This design comes from an exercise in tuning for small area, a short achievable clock period and few clock cycles on the open sky130 flow, not from production work. Function was checked by simulation only, so behaviour that the tests miss may differ from the original. Power is estimated from default activity; no workload was simulated.

Design sprite_compositor, start of the top module:
module sprite_compositor (
    input  wire        clk,
    input  wire        rst,
    input  wire [15:0] cfg_tile_mult,
    input  wire [16:0] cfg_tile_len,
    input  wire [1:0]  cfg_pal_cnt,
    input  wire [15:0] cfg_nent0,
    input  wire [15:0] cfg_nent1,
    input  wire        cfg_debug,
    input  wire [7:0]  cfg_obj_count,    
    input  wire        pal_we,
    input  wire        pal_slot,
    input  wire [3:0]  pal_idx,
    input  wire [15:0] pal_wdata,
    input  wire        start,
    output wire        ready,
    output wire        oam_re,
    output wire [6:0]  oam_addr,
    input  wire [47:0] oam_rdata,
    output wire        tile_req,
    output wire [13:0] tile_addr,
    input  wire        tile_gnt,
    input  wire [31:0] tile_rdata,
    output reg         cv_we,
    output reg  [17:0] cv_addr,
    output wire [31:0] cv_wdata,
    output reg         done,
    output reg         err_empty,
    output wire [9:0]  min_x,            
    output wire [8:0]  min_y,            
    output wire [9:0]  canvas_w,
    output wire [8:0]  canvas_h,
    output reg         ev_tile_oor,
    output reg         ev_pidx_oor,
    output reg         ev_pnum_oor
);
Size: ~4,800 cells after synthesis, about 300 I/O pins, about 0.045 mm² of cells after synthesis.
Settings: LEC_CHECK=0, ABC_AREA=1, CAP_MARGIN=20, CORE_MARGIN=2, CORE_UTILIZATION=40, PLACE_DENSITY=0.6, SETUP_SLACK_MARGIN=4.0, SLEW_MARGIN=20; clock period 8.0 ns.
run.sh (not shown) runs the stock make flow with config.mk's settings and CLKGATE_MAP_FILE= SYNTH_SCRIPT=/design/flow/synth_recipe.tcl, a recipe that flattens the netlist after the stock synthesis.
The baseline completed without violations.
Testbench counts at the start, summed over its fixed seeds: cycles 339,735.
Next try:
- ABC_CLOCK_PERIOD_IN_PS: default -> 4000
- CORE_UTILIZATION: 40 -> 60
- PLACE_DENSITY: 0.6 -> 0.75
The changed run ran to the end with no violations.
Sequential cell count stays the same.
Register-to-register slack got worse by 20 ps.
Global-route usage climbs by 9.8 points.
Non-clock buffer count came out lower by 45.

--- another note on this design; it stands on its own ---

==> v31 <==
## sprite_compositor
module sprite_compositor (
    input  wire        clk,
    input  wire        rst,
    input  wire [15:0] cfg_tile_mult,
    input  wire [16:0] cfg_tile_len,
    input  wire [1:0]  cfg_pal_cnt,
    input  wire [15:0] cfg_nent0,
    input  wire [15:0] cfg_nent1,
    input  wire        cfg_debug,
    input  wire [7:0]  cfg_obj_count,    
    input  wire        pal_we,
    input  wire        pal_slot,
    input  wire [3:0]  pal_idx,
    input  wire [15:0] pal_wdata,
    input  wire        start,
    output wire        ready,
    output wire        oam_re,
    output wire [6:0]  oam_addr,
    input  wire [47:0] oam_rdata,
    output wire        tile_req,
    output wire [13:0] tile_addr,
    input  wire        tile_gnt,
    input  wire [31:0] tile_rdata,
    output reg         cv_we,
    output reg  [17:0] cv_addr,
    output wire [31:0] cv_wdata,
    output reg         done,
    output reg         err_empty,
    output wire [9:0]  min_x,            
    output wire [8:0]  min_y,            
    output wire [9:0]  canvas_w,
    output wire [8:0]  canvas_h,
    output reg         ev_tile_oor,
    output reg         ev_pidx_oor,
    output reg         ev_pnum_oor
);
    localparam S_IDLE = 2'd0;
    localparam S_BB   = 2'd1;    
  ...
export LEC_CHECK = 0
export ABC_AREA = 1
export ABC_CLOCK_PERIOD_IN_PS = 3500
export CAP_MARGIN = 20
export CORE_MARGIN = 2
export CORE_UTILIZATION = 45
export PLACE_DENSITY = 0.6
export SETUP_SLACK_MARGIN = 4.5
export SLEW_MARGIN = 20
create_clock -name core_clock -period 8.0 [get_ports {clk}]
run.sh (not shown) runs the stock make flow with config.mk's settings and CLKGATE_MAP_FILE= SYNTH_SCRIPT=/design/flow/synth_recipe.tcl, a recipe that flattens the netlist after the stock synthesis.
==> inputs of v27, as changes to v31 <==
--- a/flow/config.mk
+++ b/flow/config.mk
@@ -7,9 +7,9 @@
 export LEC_CHECK = 0
 export ABC_AREA = 1
-export ABC_CLOCK_PERIOD_IN_PS = 3500
+export ABC_CLOCK_PERIOD_IN_PS = 3800
 export CAP_MARGIN = 20
 export CORE_MARGIN = 2
-export CORE_UTILIZATION = 45
-export PLACE_DENSITY = 0.6
-export SETUP_SLACK_MARGIN = 4.5
+export CORE_UTILIZATION = 60
+export PLACE_DENSITY = 0.7
+export SETUP_SLACK_MARGIN = 4.2
 export SLEW_MARGIN = 20
==> impl_summary.txt <==
----------------------------------------------------
[Status]
  Status ... timing/DRC/antenna clean

[Cells and area]
  Total area of sequential cells ... approximately 32000 µm²
  Number of multi-input logic gates ... around 4.5k

[Route]
  Detail-routed net length per standard cell ... approximately 23 µm

[Global route]
  Met1 Use GR ... 38.2%

[Power]
  Net switching power ... 5.44 mW
  Sw Share ... ~32%
  Total power of the final layout ... between 15 and 20 mW

[Clock tree]
  Resized Gates After CTS ... about 740

[Setup path]
  Critical path's most frequent cell ... sky130_fd_sc_hd__nand2_1

[Place]
  GPL Wtd Cong ... roughly 1

----------------------------------------------------
-- figures above: v31

==> impl_summary.txt <==
----------------------------------------------------
[Cells and area]
  Number of multi-input logic gates ... around 4.5k
  Total area of sequential cells ... around 32000 µm²
  Signal buffers share of area ... 7.60%

[Power]
  Total power of the final layout ... 16.4 mW
  Sw Share ... 31.5%

[Route]
  Detail-routed net length per standard cell ... around 22 µm

[Clock tree]
  Postcts setup bufs ... between 100 and 150

[Status]
  Status ... timing/DRC/antenna clean

[Global route]
  Met1 Use GR ... between 40% and 50%

[Place]
  GPL Wtd Cong ... a little over 1

----------------------------------------------------
-- figures above: v27

Testbench counts of v31, summed over its fixed seeds: cycles 208,024.
Testbench counts of v27, summed over its fixed seeds: cycles 208,024.

-- what the ideal ports hide --
How much do the figures lean on ideal ports? The routed layouts below were timed once more, with nothing changed but the port constraints. Step 1 (the two cells are an assumption about what drives the block):
set clk [get_ports {clk}]
set_driving_cell -lib_cell sky130_fd_sc_hd__clkbuf_16 $clk
set_driving_cell -lib_cell sky130_fd_sc_hd__buf_2 [delete_from_list [all_inputs] $clk]
Step 2 adds t to the input delays and takes it off the output delays; t is the mean of the earliest and latest rising clock arrival at the registers after step 1. Input paths then give back, and output paths get back, about the clock's delay inside the block. Slacks: no drivers / after step 1 / after step 2; pairs: no drivers / after step 1.
run	shift t [ns]	setup WS [ns]	slew at the worst register clock pin (ns)	cell pins on the clock port's net
the first run of note 1	0.746	3.224 / 3.155 / 3.484	0.06 / 0.06	1
the second run of note 1	0.705	3.278 / 3.214 / 3.406	0.06 / 0.06	1
v31	0.823	3.973 / 4.033 / 3.210	0.07 / 0.07	1
v27	0.783	3.902 / 3.951 / 3.168	0.07 / 0.07	1
After both steps every run listed still meets setup and hold. For v31, which loses most, drivers alone change the setup slack by +0.060 ns; drivers and shift together by -0.763 ns.
